Source: an optimization exercise on an open RTL-to-GDS flow (aim: a short achievable clock period and few clock cycles per item). Production flows keep margins and buffers that such runs may drop. At most, simulation tests tie the RTL to the original design; equivalence was not proved.

==> exp/delta: inputs <==
// rle_enc
module rle_enc (
    input  wire        clk,
    input  wire        rst,          
    input  wire        start,        
    input  wire        clear,        
    input  wire [15:0] in_count,     
    input  wire [20:0] cfg,          
    input  wire [15:0] out_cap,      
    output wire [15:0] mem_addr,     
    input  wire [31:0] mem_rdata,    
    output reg         out_valid,
    output reg  [7:0]  out_byte,
    output wire        busy,
    output wire        done,
    output wire        error,
    output reg  [3:0]  cause,
    output reg  [31:0] info,
    output wire [15:0] out_len,      
    output reg  [18:0] out_bits,     
    output reg  [15:0] idx           
);
Settings: LEC_CHECK=0, ABC_CLOCK_PERIOD_IN_PS=3000, CAP_MARGIN=20, CORE_MARGIN=2, CORE_UTILIZATION=50, PLACE_DENSITY=0.65, SLEW_MARGIN=20; clock period 10.0 ns.
standard.sh (not shown) runs the stock make flow with config.mk's settings and CLKGATE_MAP_FILE= SYNTH_SCRIPT=/design/flow/synth_recipe.tcl, a recipe that flattens the netlist after the stock synthesis.
==> flow/flow/run.sh <==
#!/bin/bash
set -euo pipefail
MARGIN=$(cat flow/margin.txt)
bash standard.sh SETUP_SLACK_MARGIN="$MARGIN" finish > make_finish.log 2>&1
==> flow/flow/margin.txt <==
6.5
==> exp/amber (differences from exp/delta) <==
--- a/flow/design.v
+++ b/flow/design.v
@@ -19,17 +19,18 @@
     output reg  [18:0] out_bits,     
     output reg  [15:0] idx           
 );
     localparam [3:0] C_OUT_CAPACITY   = 4'd3,
                      C_VALUE_TOO_WIDE = 4'd4;
     reg busy_r, done_r, error_r;
+    reg run_r;                       
     reg st1;                         
     assign busy  = busy_r;
     assign done  = done_r;
     assign error = error_r;
-    wire start_acc = start && !clear && !rst && !busy_r;
+    wire start_acc = start && !clear && !rst && !run_r;
     wire finish;
     reg  tsucc;
     reg [15:0] n_r, cap_r;
     reg [4:0]  ws_r;
     reg [3:0]  r0_r, r1_r, r2_r, r3_r;
     always @(posedge clk) begin
@@ -40,57 +41,44 @@
             r0_r  <= cfg[8:5];
             r1_r  <= cfg[12:9];
             r2_r  <= cfg[16:13];
             r3_r  <= cfg[20:17];
         end
     end
+    wire ctl_ok = !rst && !clear;
     always @(posedge clk) begin
-        if (rst || clear) begin
-            busy_r  <= 1'b0;
-            done_r  <= 1'b0;
-            error_r <= 1'b0;
-            st1     <= 1'b0;
-        end else if (start_acc) begin
-            busy_r  <= 1'b1;
-            done_r  <= 1'b0;
-            error_r <= 1'b0;
-            st1     <= 1'b1;
-        end else begin
-            st1 <= 1'b0;
-            if (finish) begin
-                busy_r  <= 1'b0;
-                done_r  <= tsucc;
-                error_r <= !tsucc;
-            end
-        end
+        st1     <= start_acc;
+        busy_r  <= ctl_ok && (start_acc || (busy_r && !finish));
+        run_r   <= ctl_ok && (start_acc || (run_r && !finish));
+        done_r  <= ctl_ok && !start_acc && (done_r || (finish && tsucc));
+        error_r <= ctl_ok && !start_acc && (error_r || (finish && !tsucc));
     end
     reg [5:0]  k_w;                  
     reg [31:0] k_vm;                 
     reg [15:0] k_m0, k_m1, k_m2, k_m3;   
     reg [4:0]  k_r3;                 
     reg [5:0]  k_c3_0, k_c3_1, k_c3_2, k_c3_3;   
     reg [5:0]  k_c4_0, k_c4_1, k_c4_2, k_c4_3;   
     reg [5:0]  k_fs0, k_fs1, k_fs2, k_fs3;       
     reg [50:0] k_full;               
-    wire [5:0] w6  = {1'b0, ws_r} + 6'd1;
-    wire [4:0] rr0 = {1'b0, r0_r} + 5'd1;
-    wire [4:0] rr1 = {1'b0, r1_r} + 5'd1;
-    wire [4:0] rr2 = {1'b0, r2_r} + 5'd1;
-    wire [4:0] rr3 = {1'b0, r3_r} + 5'd1;
-    wire [32:0] wlim33 = (33'd1 << w6) - 33'd1;
-    wire [16:0] m0 = (17'd1 << rr0) - 17'd1;
-    wire [16:0] m1 = (17'd1 << rr1) - 17'd1;
-    wire [16:0] m2 = (17'd1 << rr2) - 17'd1;
-    wire [16:0] m3 = (17'd1 << rr3) - 17'd1;
-    always @(posedge clk) begin
+    reg [5:0]  w6;
+    reg [4:0]  rr0, rr1, rr2, rr3;
+    reg [15:0] m3;
+    always @(posedge clk) begin
+        w6     <= {1'b0, ws_r} + 6'd1;
+        rr0    <= {1'b0, r0_r} + 5'd1;
+        rr1    <= {1'b0, r1_r} + 5'd1;
+        rr2    <= {1'b0, r2_r} + 5'd1;
+        rr3    <= {1'b0, r3_r} + 5'd1;
         k_w    <= w6;
-        k_vm   <= wlim33[31:0];
-        k_m0   <= m0[15:0];
-        k_m1   <= m1[15:0];
-        k_m2   <= m2[15:0];
-        k_m3   <= m3[15:0];
+        k_vm   <= ~(32'hFFFFFFFF << ({1'b0, ws_r} + 6'd1));
+        k_m0   <= ~(16'hFFFF << rr0);
+        k_m1   <= ~(16'hFFFF << rr1);
+        k_m2   <= ~(16'hFFFF << rr2);
+        k_m3   <= ~(16'hFFFF << rr3);
+        m3     <= ~(16'hFFFF << rr3);
         k_r3   <= rr3;
         k_c3_0 <= {1'b0, rr0} + 6'd3;
         k_c3_1 <= {1'b0, rr1} + 6'd3;
         k_c3_2 <= {1'b0, rr2} + 6'd3;
         k_c3_3 <= {1'b0, rr3} + 6'd3;
         k_c4_0 <= {1'b0, rr0} + w6 + 6'd3;
@@ -98,41 +86,42 @@
         k_c4_2 <= {1'b0, rr2} + w6 + 6'd3;
         k_c4_3 <= {1'b0, rr3} + w6 + 6'd3;
         k_fs0  <= {1'b0, rr0} + w6;
         k_fs1  <= {1'b0, rr1} + w6;
         k_fs2  <= {1'b0, rr2} + w6;
         k_fs3  <= {1'b0, rr3} + w6;
-        k_full <= ({35'd0, m3[15:0]} << w6) | (51'd7 << ({1'b0, rr3} + w6));
+        k_full <= ({35'd0, m3} << k_w) | (51'd7 << k_fs3);
     end
     localparam FD = 8;               
     reg  [3:0]  fcnt;
     reg  [15:0] raddr, iss_left;
     reg         fe_run;
     reg         v1, l1;
     reg         first;
     reg  [31:0] e2;                  
     reg         ev2, el2, sn2, tw2;
     assign mem_addr = raddr;
+    always @(posedge clk) begin
+        raddr <= start_acc ? 16'd0 : raddr + {15'd0, iss};
+    end
     wire iss = fe_run && (iss_left != 16'd0) && (fcnt < 4'd4);
     always @(posedge clk) begin
         if (rst || clear) begin
             fe_run <= 1'b0;
             v1     <= 1'b0;
             ev2    <= 1'b0;
-        end else if (st1) begin
-            raddr    <= 16'd0;
-            iss_left <= n_r;
+        end else if (start_acc) begin
+            iss_left <= in_count;
             fe_run   <= 1'b1;
             v1       <= 1'b0;
             ev2      <= 1'b0;
             first    <= 1'b1;
         end else begin
             v1 <= iss;
             l1 <= (iss_left == 16'd1);
             if (iss) begin
-                raddr    <= raddr + 16'd1;
                 iss_left <= iss_left - 16'd1;
             end
             ev2 <= v1;
             if (v1) begin
                 e2    <= mem_rdata;
                 el2   <= l1;
@@ -156,16 +145,16 @@
     reg  [1:0]  e5s;
     reg  [31:0] e5val;
     reg  [15:0] e5fld, e5end, e5nfm1;
     wire        ev_out = flush || (ev2 && sn2 && cur_v);
     always @(posedge clk) begin
         e5v <= 1'b0;
-        if (st1) begin
+        if (start_acc) begin
             cur_v <= 1'b0;
             eidx  <= 16'd0;
-            flush <= (n_r == 16'd0);
+            flush <= (in_count == 16'd0);
         end else begin
             if (ev_out) begin
                 e5v    <= 1'b1;
                 e5tw   <= cur_tw;
                 e5fin  <= flush;
                 e5emp  <= !cur_v;
@@ -209,13 +198,13 @@
     reg  [2:0]    wptr, rptr;
     wire          push = e5v && !st1;
     wire          pop;
     wire [FW-1:0] fin_w = {f5_comp, e5s, e5tw, e5end, e5fin, e5emp, e5hf, e5nfm1};
     always @(posedge clk) begin
         if (push) fq[wptr] <= fin_w;
-        if (st1) begin
+        if (start_acc) begin
             fcnt <= 4'd0;
             wptr <= 3'd0;
             rptr <= 3'd0;
         end else begin
             fcnt <= fcnt + {3'd0, push} - {3'd0, pop};
             if (push) wptr <= wptr + 3'd1;
@@ -354,30 +343,32 @@
     reg  [50:0] bcomp;
     reg  [6:0]  brot;
     reg  [3:0]  bnb;                 
     reg  [18:0] bbits;
     reg  [3:0]  bcause;
     reg  [15:0] binfo, bidx;
-    assign a_take = gi_v && a_ok && !aterm && busy_r && !st1;
+    assign a_take = gi_v && a_ok && !aterm && run_r && !st1;
     wire        rs    = (aroom[18:6] == 13'd0);
     wire        lt4   = rs && (aroom[5:0] < gi_c4);
     wire [18:0] ab_c4 = ab + {13'd0, gi_c4};
     wire [6:0]  lo_c4 = {4'd0, ab[2:0]} + {1'b0, gi_c4};
-    wire [7:0]  occ_n = occ - (out_valid ? 8'd8 : 8'd0);
+    reg         ov_i;                
+    wire [7:0]  occ_n = occ - (ov_i ? 8'd8 : 8'd0);
     wire [7:0]  occ_t = occ_n + {2'd0, gi_c4};
     wire        flt1  = rs && (aroom[5:0] < f_c1);
     wire        flt2  = rs && (aroom[5:0] < f_c2);
     wire        flt3  = rs && (aroom[5:0] < f_c3);
-    wire [18:0] f_len = flt1 ? 19'd0 : flt2 ? {13'd0, f_c1} :
-                        flt3 ? {13'd0, f_c2} : {13'd0, f_c3};
-    wire [6:0]  f_lo  = {4'd0, ab[2:0]} + f_len[6:0];
+    reg         afail2;
+    reg  [5:0]  f_len;
+    wire [6:0]  f_lo  = {4'd0, ab[2:0]} + {1'b0, f_len};
     always @(posedge clk) begin
         bv    <= 1'b0;
         bterm <= 1'b0;
         bnb   <= 4'd0;
         afail <= 1'b0;
+        afail2 <= 1'b0;
         if (st1) begin
             ab    <= 19'd0;
             aroom <= {cap_r, 3'b000};
             aterm <= 1'b0;
             occ   <= 8'd0;
             a_ok  <= 1'b1;
@@ -425,18 +416,21 @@
                         bterm <= 1'b1;
                         bidx  <= n_r;
                         bnb   <= lo_c4[6:3] + {3'd0, (lo_c4[2:0] != 3'd0)};
                     end
                 end
             end else if (afail) begin
+                afail2 <= 1'b1;
+                binfo  <= {10'd0, flt1 ? f_w1 : flt2 ? f_w2 : flt3 ? f_w3 : f_w4};
+                f_len  <= flt1 ? 6'd0 : flt2 ? f_c1 : flt3 ? f_c2 : f_c3;
+            end else if (afail2) begin
                 bv     <= 1'b1;
                 bterm  <= 1'b1;
                 bsucc  <= 1'b0;
                 bcause <= C_OUT_CAPACITY;
-                binfo  <= {10'd0, flt1 ? f_w1 : flt2 ? f_w2 : flt3 ? f_w3 : f_w4};
-                bbits  <= ab + f_len;
+                bbits  <= ab + {13'd0, f_len};
                 bnb    <= f_lo[6:3];
             end
         end
     end
     reg  [57:0]  c1rot;
     reg  [3:0]   c1byte;
@@ -460,45 +454,29 @@
             c1bits  <= bbits;
             c1cause <= bcause;
             c1info  <= binfo;
             c1idx   <= bidx;
         end
     end
-    reg  [127:0] rrot;
-    reg          rterm, rsucc;
-    reg  [3:0]   rnb;
-    reg  [18:0]  rbits;
-    reg  [3:0]   rcause;
-    reg  [15:0]  rinfo, ridx;
     wire [127:0] cw  = {70'd0, c1rot};
     wire [127:0] cr1 = c1byte[0] ? {cw[119:0],  cw[127:120]}  : cw;
     wire [127:0] cr2 = c1byte[1] ? {cr1[111:0], cr1[127:112]} : cr1;
     wire [127:0] cr3 = c1byte[2] ? {cr2[95:0],  cr2[127:96]}  : cr2;
     wire [127:0] cr4 = c1byte[3] ? {cr3[63:0],  cr3[127:64]}  : cr3;
-    always @(posedge clk) begin
-        rterm <= c1term && !st1;
-        rnb   <= st1 ? 4'd0 : c1nb;
-        rrot  <= (c1v && !st1) ? cr4 : 128'd0;
-        if (c1term) begin
-            rsucc  <= c1succ;
-            rbits  <= c1bits;
-            rcause <= c1cause;
-            rinfo  <= c1info;
-            ridx   <= c1idx;
-        end
-    end
+    wire [127:0] rrot = c1v ? cr4 : 128'd0;
     reg  [127:0] ring;
     reg  [5:0]   avail;              
     reg          termr;
     reg  [18:0]  tbits;
     reg  [3:0]   tcause;
     reg  [15:0]  tinfo, tidx;
     reg  [15:0]  rd;
-    wire         eact = busy_r && !st1;
+    wire         eact = run_r && !st1;
     wire         emit = eact && (avail != 6'd0);
-    wire [3:0]   slot = ~rd[3:0];
+    reg  [3:0]   sp;                 
+    wire [3:0]   slot = ~sp;
     reg  [127:0] clrm;
     reg  [7:0]   ebyte;
     integer j;
     always @(*) begin
         clrm  = 128'd0;
         ebyte = 8'd0;
@@ -513,37 +491,38 @@
     assign out_len = rd;
     always @(posedge clk) begin
         if (st1) begin
             ring  <= 128'd0;
             avail <= 6'd0;
             termr <= 1'b0;
-            rd    <= 16'd0;
         end else begin
             ring  <= (ring & ~clrm) | rrot;
-            avail <= avail + {2'd0, rnb} - {5'd0, emit};
-            if (rterm) begin
+            avail <= avail + {2'd0, c1nb} - {5'd0, emit};
+            if (c1term) begin
                 termr  <= 1'b1;
-                tsucc  <= rsucc;
-                tbits  <= rbits;
-                tcause <= rcause;
-                tinfo  <= rinfo;
-                tidx   <= ridx;
+                tsucc  <= c1succ;
+                tbits  <= c1bits;
+                tcause <= c1cause;
+                tinfo  <= c1info;
+                tidx   <= c1idx;
             end
-            if (emit) rd <= rd + 16'd1;
             if (finish) termr <= 1'b0;
         end
     end
     always @(posedge clk) begin
+        rd <= st1 ? 16'd0 : rd + {15'd0, emit};
+        sp <= st1 ? 4'd0 : sp + {3'd0, emit};
+        ov_i <= emit;
+    end
+    always @(posedge clk) begin
         if (rst || clear) begin
             out_valid <= 1'b0;
         end else begin
             out_valid <= emit;
         end
-        if (emit) out_byte <= ebyte;
-        if (finish) begin
-            cause    <= tcause;
-            info     <= {16'd0, tinfo};
-            out_bits <= tbits;
-            idx      <= tidx;
-        end
+        out_byte <= ebyte;
+        cause    <= tcause;
+        info     <= {16'd0, tinfo};
+        out_bits <= tbits;
+        idx      <= tidx;
     end
 endmodule
==> flow/flow/margin.txt (replaced) <==
7.5
Settings changed: CORE_UTILIZATION 50 to 55, CTS_CLUSTER_DIAMETER set to 100, CTS_CLUSTER_SIZE set to 25, PLACE_DENSITY 0.65 to 0.7.
==> flow_summary.json <==
{
  "grt_max_degree": 172,
  "outcome": "timing/DRC/antenna clean",
  "antenna_cells": 2,
  "cpPeakStageDelay_ns": 0.56,
  "buf_share_pct": 3.642,
  "taps": 2355,
  "die_area_sq_mm": 0.1830,
  "mostFrequentLayoutCells": "1461 x edfxtp_1, 698 x nor2_1, 649 x dfxtp_1",
  "grt_pass1_vias": 55769,
  "setup_ws_ns": 5.863,
  "final.clkbuf_count": 295,
  "dr_wl_met2_mm": 116.9,
  "synth-seq-cells": 2139,
  "cp_slowest_cell": "or4_4"
}
(the above is from exp/delta)
==> flow_summary.json <==
{
  "mostFrequentLayoutCells": "1336 x edfxtp_1, 561 x dfxtp_1, 385 x nor2_1",
  "cpPeakStageDelay_ns": 0.37,
  "outcome": "timing/DRC/antenna clean",
  "dr_wl_met2_mm": 121.1,
  "buf_share_pct": 10.43,
  "grt_pass1_vias": 52970,
  "taps": 2016,
  "grtUsageMet3_pct": 5.795,
  "synth-seq-cells": 1992,
  "switchingPower_uw": 6481,
  "antenna_cells": 5,
  "setup_ws_ns": 6.721,
  "cp_slowest_cell": "dfxtp_2",
  "grt_max_degree": 102
}
(the above is from exp/amber)
Testbench counts of exp/amber, summed over its fixed seeds: cycles 290,411, elements 287,431.
For exp/delta, only the layout was checked, not whether the RTL still works.

* * *

==> run X: inputs <==
rle_enc, a different RTL version from the one above (not shown whole).
// rle_enc
module rle_enc (
    input  wire        clk,
    input  wire        rst,          
    input  wire        start,        
    input  wire        clear,        
    input  wire [15:0] in_count,     
    input  wire [20:0] cfg,          
    input  wire [15:0] out_cap,      
    output wire [15:0] mem_addr,     
    input  wire [31:0] mem_rdata,    
    output reg         out_valid,
    output reg  [7:0]  out_byte,
    output wire        busy,
    output wire        done,
    output wire        error,
    output reg  [3:0]  cause,
    output reg  [31:0] info,
    output wire [15:0] out_len,      
    output reg  [18:0] out_bits,     
    output reg  [15:0] idx           
);
    localparam [3:0] C_OUT_CAPACITY   = 4'd3,
                     C_VALUE_TOO_WIDE = 4'd4;
    reg busy_r, done_r, error_r;
    reg run_r;                       
    reg st1;                         
    assign busy  = busy_r;
    assign done  = done_r;
    assign error = error_r;
    wire start_acc = start && !clear && !rst && !run_r;
    wire finish;
    reg  tsucc;
    reg [15:0] n_r, cap_r;
    reg [4:0]  ws_r;
    reg [3:0]  r0_r, r1_r, r2_r, r3_r;
    always @(posedge clk) begin
        if (start_acc) begin
            n_r   <= in_count;
            cap_r <= out_cap;
            ws_r  <= cfg[4:0];
            r0_r  <= cfg[8:5];
            r1_r  <= cfg[12:9];
            r2_r  <= cfg[16:13];
            r3_r  <= cfg[20:17];
        end
    end
    wire ctl_ok = !rst && !clear;
    always @(posedge clk) begin
        st1     <= start_acc;
        busy_r  <= ctl_ok && (start_acc || (busy_r && !finish));
        run_r   <= ctl_ok && (start_acc || (run_r && !finish));
        done_r  <= ctl_ok && !start_acc && (done_r || (finish && tsucc));
  ...
==> flow/config.mk <==
export PLATFORM = sky130hd
export DESIGN_NAME = rle_enc
export DESIGN_NICKNAME = rle_enc
export VERILOG_FILES = /design/flow/design.v
export SDC_FILE = /design/flow/constraint.sdc
export NUM_CORES = 4
export LEC_CHECK = 0
export ABC_CLOCK_PERIOD_IN_PS = 2500
export CAP_MARGIN = 20
export CORE_MARGIN = 2
export CORE_UTILIZATION = 65
export CTS_CLUSTER_DIAMETER = 100
export CTS_CLUSTER_SIZE = 25
export PLACE_DENSITY = 0.75
export SLEW_MARGIN = 20
==> flow/constraint.sdc <==
create_clock -name core_clock -period 10.0 [get_ports {clk}]
set_input_delay 2.0000 -clock core_clock [delete_from_list [all_inputs] [get_ports {clk}]]
set_output_delay 2.0000 -clock core_clock [all_outputs]
set_load 0.01 [all_outputs]
==> flow/flow/margin.txt <==
7.5
Scripts as last shown in full above: flow/flow/run.sh
==> run M (differences from run X) <==
--- a/flow/design.v
+++ b/flow/design.v
@@ -56,23 +56,14 @@
     reg [31:0] k_vm;                 
     reg [15:0] k_m0, k_m1, k_m2, k_m3;   
     reg [4:0]  k_r3;                 
     reg [5:0]  k_c3_0, k_c3_1, k_c3_2, k_c3_3;   
     reg [5:0]  k_c4_0, k_c4_1, k_c4_2, k_c4_3;   
     reg [5:0]  k_fs0, k_fs1, k_fs2, k_fs3;       
     reg [50:0] k_full;               
-    reg [2:0]  k_sh0, k_sh1, k_sh2, k_sh3;       
-    reg [3:0]  k_nb0, k_nb1, k_nb2, k_nb3;       
-    reg [6:0]  k_wsh0, k_wsh1, k_wsh2, k_wsh3;   
-    reg [6:0]  k_fsh0, k_fsh1, k_fsh2, k_fsh3;   
-    reg [57:0] k_vmp, k_fullp;                   
-    wire [6:0] nc4_0 = 7'd0 - {1'b0, k_c4_0};
-    wire [6:0] nc4_1 = 7'd0 - {1'b0, k_c4_1};
-    wire [6:0] nc4_2 = 7'd0 - {1'b0, k_c4_2};
-    wire [6:0] nc4_3 = 7'd0 - {1'b0, k_c4_3};
     reg [5:0]  w6;
     reg [4:0]  rr0, rr1, rr2, rr3;
     reg [15:0] m3;
     always @(posedge clk) begin
         w6     <= {1'b0, ws_r} + 6'd1;
         rr0    <= {1'b0, r0_r} + 5'd1;
         rr1    <= {1'b0, r1_r} + 5'd1;
@@ -95,32 +86,14 @@
         k_c4_2 <= {1'b0, rr2} + w6 + 6'd3;
         k_c4_3 <= {1'b0, rr3} + w6 + 6'd3;
         k_fs0  <= {1'b0, rr0} + w6;
         k_fs1  <= {1'b0, rr1} + w6;
         k_fs2  <= {1'b0, rr2} + w6;
         k_fs3  <= {1'b0, rr3} + w6;
         k_full <= ({35'd0, m3} << k_w) | (51'd7 << k_fs3);
-        k_sh0  <= 3'd0 - k_c4_0[2:0];
-        k_sh1  <= 3'd0 - k_c4_1[2:0];
-        k_sh2  <= 3'd0 - k_c4_2[2:0];
-        k_sh3  <= 3'd0 - k_c4_3[2:0];
-        k_nb0  <= nc4_0[6:3];
-        k_nb1  <= nc4_1[6:3];
-        k_nb2  <= nc4_2[6:3];
-        k_nb3  <= nc4_3[6:3];
-        k_wsh0 <= k_w + {3'd0, 3'd0 - k_c4_0[2:0]};
-        k_wsh1 <= k_w + {3'd0, 3'd0 - k_c4_1[2:0]};
-        k_wsh2 <= k_w + {3'd0, 3'd0 - k_c4_2[2:0]};
-        k_wsh3 <= k_w + {3'd0, 3'd0 - k_c4_3[2:0]};
-        k_fsh0 <= k_fs0 + {3'd0, 3'd0 - k_c4_0[2:0]};
-        k_fsh1 <= k_fs1 + {3'd0, 3'd0 - k_c4_1[2:0]};
-        k_fsh2 <= k_fs2 + {3'd0, 3'd0 - k_c4_2[2:0]};
-        k_fsh3 <= k_fs3 + {3'd0, 3'd0 - k_c4_3[2:0]};
-        k_vmp   <= {26'd0, k_vm} << k_sh3;
-        k_fullp <= {7'd0, k_full} << k_sh3;
     end
     localparam FD = 8;               
     reg  [3:0]  fcnt;
     reg  [15:0] raddr, iss_left;
     reg         fe_run;
     reg         v1, l1;
     reg         first;
@@ -209,39 +182,29 @@
                     cur_len <= cur_len + 16'd1;
                 end
                 eidx <= eidx + 16'd1;
                 if (el2 && sn2) flush <= 1'b1;
             end
         end
     end
-    reg  [2:0]  f5_sh;
-    reg  [6:0]  f5_wsh, f5_fsh;
-    reg  [2:0]  g_sh;
-    reg  [6:0]  g_wsh, g_fsh;
+    reg  [5:0]  f5_fs;
     always @(*) begin
-        case (g_s)
-            2'd0:    begin g_sh = k_sh0; g_wsh = k_wsh0; g_fsh = k_fsh0; end
-            2'd1:    begin g_sh = k_sh1; g_wsh = k_wsh1; g_fsh = k_fsh1; end
-            2'd2:    begin g_sh = k_sh2; g_wsh = k_wsh2; g_fsh = k_fsh2; end
-            default: begin g_sh = k_sh3; g_wsh = k_wsh3; g_fsh = k_fsh3; end
+        case (e5s)
+            2'd0:    f5_fs = k_fs0;
+            2'd1:    f5_fs = k_fs1;
+            2'd2:    f5_fs = k_fs2;
+            default: f5_fs = k_fs3;
         endcase
     end
-    always @(posedge clk) begin
-        if (ev_out) begin
-            f5_sh  <= g_sh;
-            f5_wsh <= g_wsh;
-            f5_fsh <= g_fsh;
-        end
-    end
     wire [15:0] f5_nfull = e5lm1 >> k_r3;
     wire        e5hf     = e5chk && (f5_nfull != 16'd0);
     wire [15:0] e5nfm1   = f5_nfull - 16'd1;
-    wire [57:0] f5_comp = ({26'd0, e5val} << f5_sh) | ({42'd0, e5fld} << f5_wsh) |
-                          ({55'd0, e5flag, e5s} << f5_fsh);
-    localparam FW = 58 + 2 + 1 + 16 + 1 + 1 + 1 + 16;
+    wire [50:0] f5_comp = {19'd0, e5val} | ({35'd0, e5fld} << k_w) |
+                          ({48'd0, e5flag, e5s} << f5_fs);
+    localparam FW = 51 + 2 + 1 + 16 + 1 + 1 + 1 + 16;
     reg  [FW-1:0] fq [0:FD-1];
     reg  [2:0]    wptr, rptr;
     wire          push = e5v && !st1;
     wire          pop;
     wire [FW-1:0] fin_w = {f5_comp, e5s, e5tw, e5end, e5fin, e5emp, e5hf, e5nfm1};
     always @(posedge clk) begin
         if (push) fq[wptr] <= fin_w;
@@ -252,25 +215,24 @@
         end else begin
             fcnt <= fcnt + {3'd0, push} - {3'd0, pop};
             if (push) wptr <= wptr + 3'd1;
             if (pop)  rptr <= rptr + 3'd1;
         end
     end
     wire [FW-1:0] hd = fq[rptr];
-    wire [57:0] h_comp = hd[FW-1 -: 58];
+    wire [50:0] h_comp = hd[FW-1 -: 51];
     wire [1:0]  h_s    = hd[37:36];
     wire        h_tw   = hd[35];
     wire [15:0] h_end  = hd[34:19];
     wire        h_fin  = hd[18];
     wire        h_emp  = hd[17];
     wire        h_hf   = hd[16];
     wire [15:0] h_nfm1 = hd[15:0];
     reg         gi_v, gi_tw, gi_fin;
-    reg  [57:0] gi_comp;             
-    reg  [3:0]  gi_nb;               
+    reg  [50:0] gi_comp;
     reg  [5:0]  gi_c1, gi_c2, gi_c3, gi_c4;
     reg  [5:0]  gi_w1, gi_w2, gi_w3, gi_w4;
     reg  [7:0]  gi_lim;              
     reg  [15:0] gi_idx;
     reg  [15:0] last_end;            
     reg  [1:0]  hdr;
     reg         chk, ccz;
@@ -278,28 +240,21 @@
     wire        a_take;
     wire        g_rdy = !gi_v || a_take;
     wire        fne   = (fcnt != 4'd0);
     wire        g_pop = g_rdy && (hdr == 2'd2) && fne &&
                         (h_emp || h_tw || !h_hf || (chk && ccz));
     assign pop = g_pop;
     reg  [5:0]  h_c3, h_c4;
-    reg  [3:0]  h_nb;
     always @(*) begin
         case (h_s)
             2'd0:    begin h_c3 = k_c3_0; h_c4 = k_c4_0; end
             2'd1:    begin h_c3 = k_c3_1; h_c4 = k_c4_1; end
             2'd2:    begin h_c3 = k_c3_2; h_c4 = k_c4_2; end
             default: begin h_c3 = k_c3_3; h_c4 = k_c4_3; end
         endcase
-        case (h_s)
-            2'd0:    h_nb = k_nb0;
-            2'd1:    h_nb = k_nb1;
-            2'd2:    h_nb = k_nb2;
-            default: h_nb = k_nb3;
-        endcase
     end
     always @(posedge clk) begin
         if (st1) begin
             hdr      <= 2'd0;
             chk      <= 1'b0;
             gi_v     <= 1'b0;
             last_end <= 16'd0;
@@ -310,31 +265,29 @@
             gi_w1  <= 6'd1;
             gi_w2  <= 6'd2;
             gi_w4  <= k_w;
             gi_c1  <= 6'd1;
             gi_c2  <= 6'd3;
             if (hdr == 2'd0) begin
                 gi_v    <= 1'b1;
-                gi_comp <= {18'd0, 16'd0, n_r, ws_r, 3'd0};    
-                gi_nb   <= 4'd11;
+                gi_comp <= {14'd0, 16'd0, n_r, ws_r};
                 gi_c1   <= 6'd32;
                 gi_c2   <= 6'd37;
                 gi_c3   <= 6'd37;
                 gi_c4   <= 6'd37;
                 gi_lim  <= 8'd91;
                 gi_w1   <= 6'd32;
                 gi_w2   <= 6'd5;
                 gi_w3   <= 6'd0;
                 gi_w4   <= 6'd0;
                 gi_idx  <= 16'd0;
                 hdr     <= 2'd1;
             end else if (hdr == 2'd1) begin
                 gi_v    <= 1'b1;
-                gi_comp <= {42'd0, r0_r, r1_r, r2_r, r3_r};    
-                gi_nb   <= 4'd14;
+                gi_comp <= {35'd0, r0_r, r1_r, r2_r, r3_r};
                 gi_c1   <= 6'd4;
                 gi_c2   <= 6'd8;
                 gi_c3   <= 6'd12;
                 gi_c4   <= 6'd16;
                 gi_lim  <= 8'd112;
                 gi_w1   <= 6'd4;
                 gi_w2   <= 6'd4;
@@ -342,49 +295,45 @@
                 gi_w4   <= 6'd4;
                 gi_idx  <= 16'd0;
                 hdr     <= 2'd2;
             end else if (fne) begin
                 gi_v   <= 1'b1;
                 gi_idx <= h_end;
                 if (h_emp) begin
-                    gi_comp <= 58'd0;
-                    gi_nb   <= 4'd0;
+                    gi_comp <= 51'd0;
                     gi_fin  <= 1'b1;
                     gi_c1   <= 6'd0;
                     gi_c2   <= 6'd0;
                     gi_c3   <= 6'd0;
                     gi_c4   <= 6'd0;
                     gi_lim  <= 8'd128;
                 end else if (h_tw) begin
                     gi_tw  <= 1'b1;
                     gi_idx <= last_end;
                     gi_lim <= 8'd128;
                 end else if (h_hf && !chk) begin
                     chk     <= 1'b1;
                     ccnt    <= h_nfm1;
                     ccz     <= (h_nfm1 == 16'd0);
-                    gi_comp <= (h_comp & k_vmp) | k_fullp;
-                    gi_nb   <= k_nb3;
+                    gi_comp <= (h_comp & {19'd0, k_vm}) | k_full;
                     gi_c3   <= k_c3_3;
                     gi_c4   <= k_c4_3;
                     gi_lim  <= 8'd128 - {2'd0, k_c4_3};
                     gi_w3   <= {1'b0, k_r3};
                 end else if (h_hf && !ccz) begin
                     ccnt    <= ccnt - 16'd1;
                     ccz     <= (ccnt == 16'd1);
-                    gi_comp <= (h_comp & k_vmp) | k_fullp;
-                    gi_nb   <= k_nb3;
+                    gi_comp <= (h_comp & {19'd0, k_vm}) | k_full;
                     gi_c3   <= k_c3_3;
                     gi_c4   <= k_c4_3;
                     gi_lim  <= 8'd128 - {2'd0, k_c4_3};
                     gi_w3   <= {1'b0, k_r3};
                 end else begin
                     chk      <= 1'b0;
                     gi_comp  <= h_comp;
-                    gi_nb    <= h_nb;
                     gi_c3    <= h_c3;
                     gi_c4    <= h_c4;
                     gi_lim   <= 8'd128 - {2'd0, h_c4};
                     gi_w3    <= h_c3 - 6'd3;
                     gi_fin   <= h_fin;
                     last_end <= h_end;
                 end
@@ -394,32 +343,30 @@
     reg  [18:0] ab, aroom;
     reg  [7:0]  occ;
     reg         a_ok;
     reg         aterm, afail;
     reg  [5:0]  f_c1, f_c2, f_c3, f_w1, f_w2, f_w3, f_w4;
     reg  [15:0] f_idx;
     reg         bv, bterm, bsucc;
-    reg  [64:0] bcomp;               
-    reg  [6:0]  nab;                 
+    reg  [57:0] bcomp;               
     reg  [3:0]  brot;                
     reg  [3:0]  bnb;                 
     reg  [18:0] bbits;
     reg  [3:0]  bcause;
     reg  [15:0] binfo, bidx;
-    reg         rb, sv, sv2, lt4_r;
-    reg         rs;                  
-    assign a_take = gi_v && a_ok && !aterm && run_r && !st1 && (rb || sv2);
-    wire        lt4c  = rs && (aroom[5:0] < gi_c4);
-    wire        lt4   = !rb && lt4_r;
+    assign a_take = gi_v && a_ok && !aterm && run_r && !st1;
+    wire        rs    = (aroom[18:6] == 13'd0);
+    wire        lt4   = rs && (aroom[5:0] < gi_c4);
     wire [18:0] ab_c4 = ab + {13'd0, gi_c4};
     wire [6:0]  lo_c4 = {4'd0, ab[2:0]} + {1'b0, gi_c4};
-    wire [64:0] sh0   = {7'd0, gi_comp};
-    wire [64:0] sh1   = nab[0] ? {sh0[63:0], 1'b0} : sh0;
-    wire [64:0] sh2   = nab[1] ? {sh1[62:0], 2'b0} : sh1;
-    wire [64:0] sh3   = nab[2] ? {sh2[60:0], 4'b0} : sh2;
+    wire [6:0]  rot_a = 7'd0 - ab_c4[6:0];
+    wire [57:0] sh0   = {7'd0, gi_comp};
+    wire [57:0] sh1   = rot_a[0] ? {sh0[56:0], 1'b0} : sh0;
+    wire [57:0] sh2   = rot_a[1] ? {sh1[55:0], 2'b0} : sh1;
+    wire [57:0] sh3   = rot_a[2] ? {sh2[53:0], 4'b0} : sh2;
     reg         ov_i;                
     wire [7:0]  occ_n = occ - (ov_i ? 8'd8 : 8'd0);
     wire [7:0]  occ_t = occ_n + {2'd0, gi_c4};
     wire        flt1  = rs && (aroom[5:0] < f_c1);
     wire        flt2  = rs && (aroom[5:0] < f_c2);
     wire        flt3  = rs && (aroom[5:0] < f_c3);
     reg         afail2;
@@ -427,37 +374,31 @@
     wire [6:0]  f_lo  = {4'd0, ab[2:0]} + {1'b0, f_len};
     always @(posedge clk) begin
         bv    <= 1'b0;
         bterm <= 1'b0;
         bnb   <= 4'd0;
         afail <= 1'b0;
         afail2 <= 1'b0;
-        rb    <= !st1 && (aroom >= 19'd102);
-        sv    <= !st1 && !rb && gi_v && !a_take;
-        sv2   <= !st1 && sv && gi_v && !a_take;
-        rs    <= (aroom[18:6] == 13'd0);
-        lt4_r <= lt4c;
         if (st1) begin
             ab    <= 19'd0;
-            nab   <= 7'd0;
             aroom <= {cap_r, 3'b000};
             aterm <= 1'b0;
             occ   <= 8'd0;
             a_ok  <= 1'b1;
         end else begin
             if (a_take && !gi_tw && !lt4) begin
                 occ  <= occ_t;
                 a_ok <= (occ_t <= 8'd77);
             end else begin
                 occ  <= occ_n;
                 a_ok <= (occ_n <= 8'd77);
             end
             if (a_take) begin
                 bcomp <= sh3;
-                brot  <= nab[6:3] + gi_nb;
+                brot  <= rot_a[6:3];
                 bidx  <= gi_idx;
                 f_c1  <= gi_c1;
                 f_c2  <= gi_c2;
                 f_c3  <= gi_c3;
                 f_w1  <= gi_w1;
                 f_w2  <= gi_w2;
                 f_w3  <= gi_w3;
@@ -472,15 +413,14 @@
                     bbits  <= ab;
                 end else if (lt4) begin
                     aterm <= 1'b1;
                     afail <= 1'b1;
                 end else begin
                     bv     <= 1'b1;
                     ab     <= ab_c4;
-                    nab    <= 7'd0 - ab_c4[6:0];
                     aroom  <= aroom - {13'd0, gi_c4};
                     bbits  <= ab_c4;
                     bcause <= 4'd0;
                     binfo  <= 16'd0;
                     bsucc  <= 1'b1;
                     bnb    <= lo_c4[6:3];
                     if (gi_fin) begin
@@ -500,25 +440,25 @@
                 bsucc  <= 1'b0;
                 bcause <= C_OUT_CAPACITY;
                 bbits  <= ab + {13'd0, f_len};
                 bnb    <= f_lo[6:3];
             end
         end
     end
-    wire [64:0]  c1rot   = bcomp;
+    wire [57:0]  c1rot   = bcomp;
     wire [3:0]   c1byte  = brot;
     wire         c1v     = bv;
     wire         c1term  = bterm;
     wire         c1succ  = bsucc;
     wire [3:0]   c1nb    = bnb;
     wire [18:0]  c1bits  = bbits;
     wire [3:0]   c1cause = bcause;
     wire [15:0]  c1info  = binfo;
     wire [15:0]  c1idx   = bidx;
-    wire [127:0] cw  = {63'd0, c1rot};
+    wire [127:0] cw  = {70'd0, c1rot};
     wire [127:0] cr1 = c1byte[0] ? {cw[119:0],  cw[127:120]}  : cw;
     wire [127:0] cr2 = c1byte[1] ? {cr1[111:0], cr1[127:112]} : cr1;
     wire [127:0] cr3 = c1byte[2] ? {cr2[95:0],  cr2[127:96]}  : cr2;
     wire [127:0] cr4 = c1byte[3] ? {cr3[63:0],  cr3[127:64]}  : cr3;
     wire [127:0] rrot = c1v ? cr4 : 128'd0;
     reg  [127:0] ring;
     reg  [5:0]   avail;              
Settings changed: ABC_CLOCK_PERIOD_IN_PS 2500 to 3000, CORE_UTILIZATION 65 to 55, PLACE_DENSITY 0.75 to 0.7.
==> results.yml <==
clock_tree:
  cts_resized: 1495
  post_cts_buffers: 344
power_and_ir_drop:
  comb-power_mw: 7.07
synthesis:
  yosys.area_share.adder_pct: 2.41
status:
  outcome: "finished clean"
place:
  place_hpwl_um: 199000
detailed_routing:
  wl_met2_um: 148000
global_route:
  use_met1_pct: 55.2
final_layout:
  antenna_cells: 10
(the above is from run X)
==> results.yml <==
global_route:
  use_met1_pct: 45.2
synthesis:
  yosys.area_share.adder_pct: 2.12
  syn_avg_cell_area_sq_um: 13.2
  async_flop_share_pct: 0
final_layout:
  antenna_cells: 0
status:
  outcome: "finished clean"
clock_tree:
  cts_resized: 1489
  post_cts_buffers: 352
detailed_routing:
  wl_met2_um: 119000
power_and_ir_drop:
  comb-power_mw: 8.40
(the above is from run M)
Testbench counts of run X, summed over its fixed seeds: cycles 289,953, elements 287,431.
Testbench counts of run M, summed over its fixed seeds: cycles 289,953, elements 287,431.

-- port drivers added, routing unchanged --
Ports are ideal in the flow. The routed layouts listed here were re-timed in OpenROAD.
Step 1 (the two cells are an assumption about what drives the block):
set clk [get_ports {clk}]
set_driving_cell -lib_cell sky130_fd_sc_hd__clkbuf_16 $clk
set_driving_cell -lib_cell sky130_fd_sc_hd__buf_2 [delete_from_list [all_inputs] $clk]
Step 2, shift: input delay + t, output delay - t, t = (earliest + latest rising clock arrival at the registers) / 2. This alone moves slack from input paths to output paths.
a / b / c = ideal ports / drivers / drivers and shift; a / b = the first two.
run	shift t [ns]	setup slack, ns	worst hold slack (ns)
exp/delta	0.912	5.863 / 5.863 / 5.757	0.328 / 0.328 / 0.328
exp/amber	0.850	6.721 / 6.643 / 6.301	0.345 / 0.345 / 0.345
run X	0.867	6.670 / 6.663 / 6.029	0.338 / 0.338 / 0.338
run M	0.830	6.685 / 6.648 / 6.469	0.339 / 0.339 / 0.339
After both steps setup and hold are still met in every run listed. For run X, which loses most, drivers alone change the setup slack by -0.007 ns; drivers and shift together by -0.641 ns.
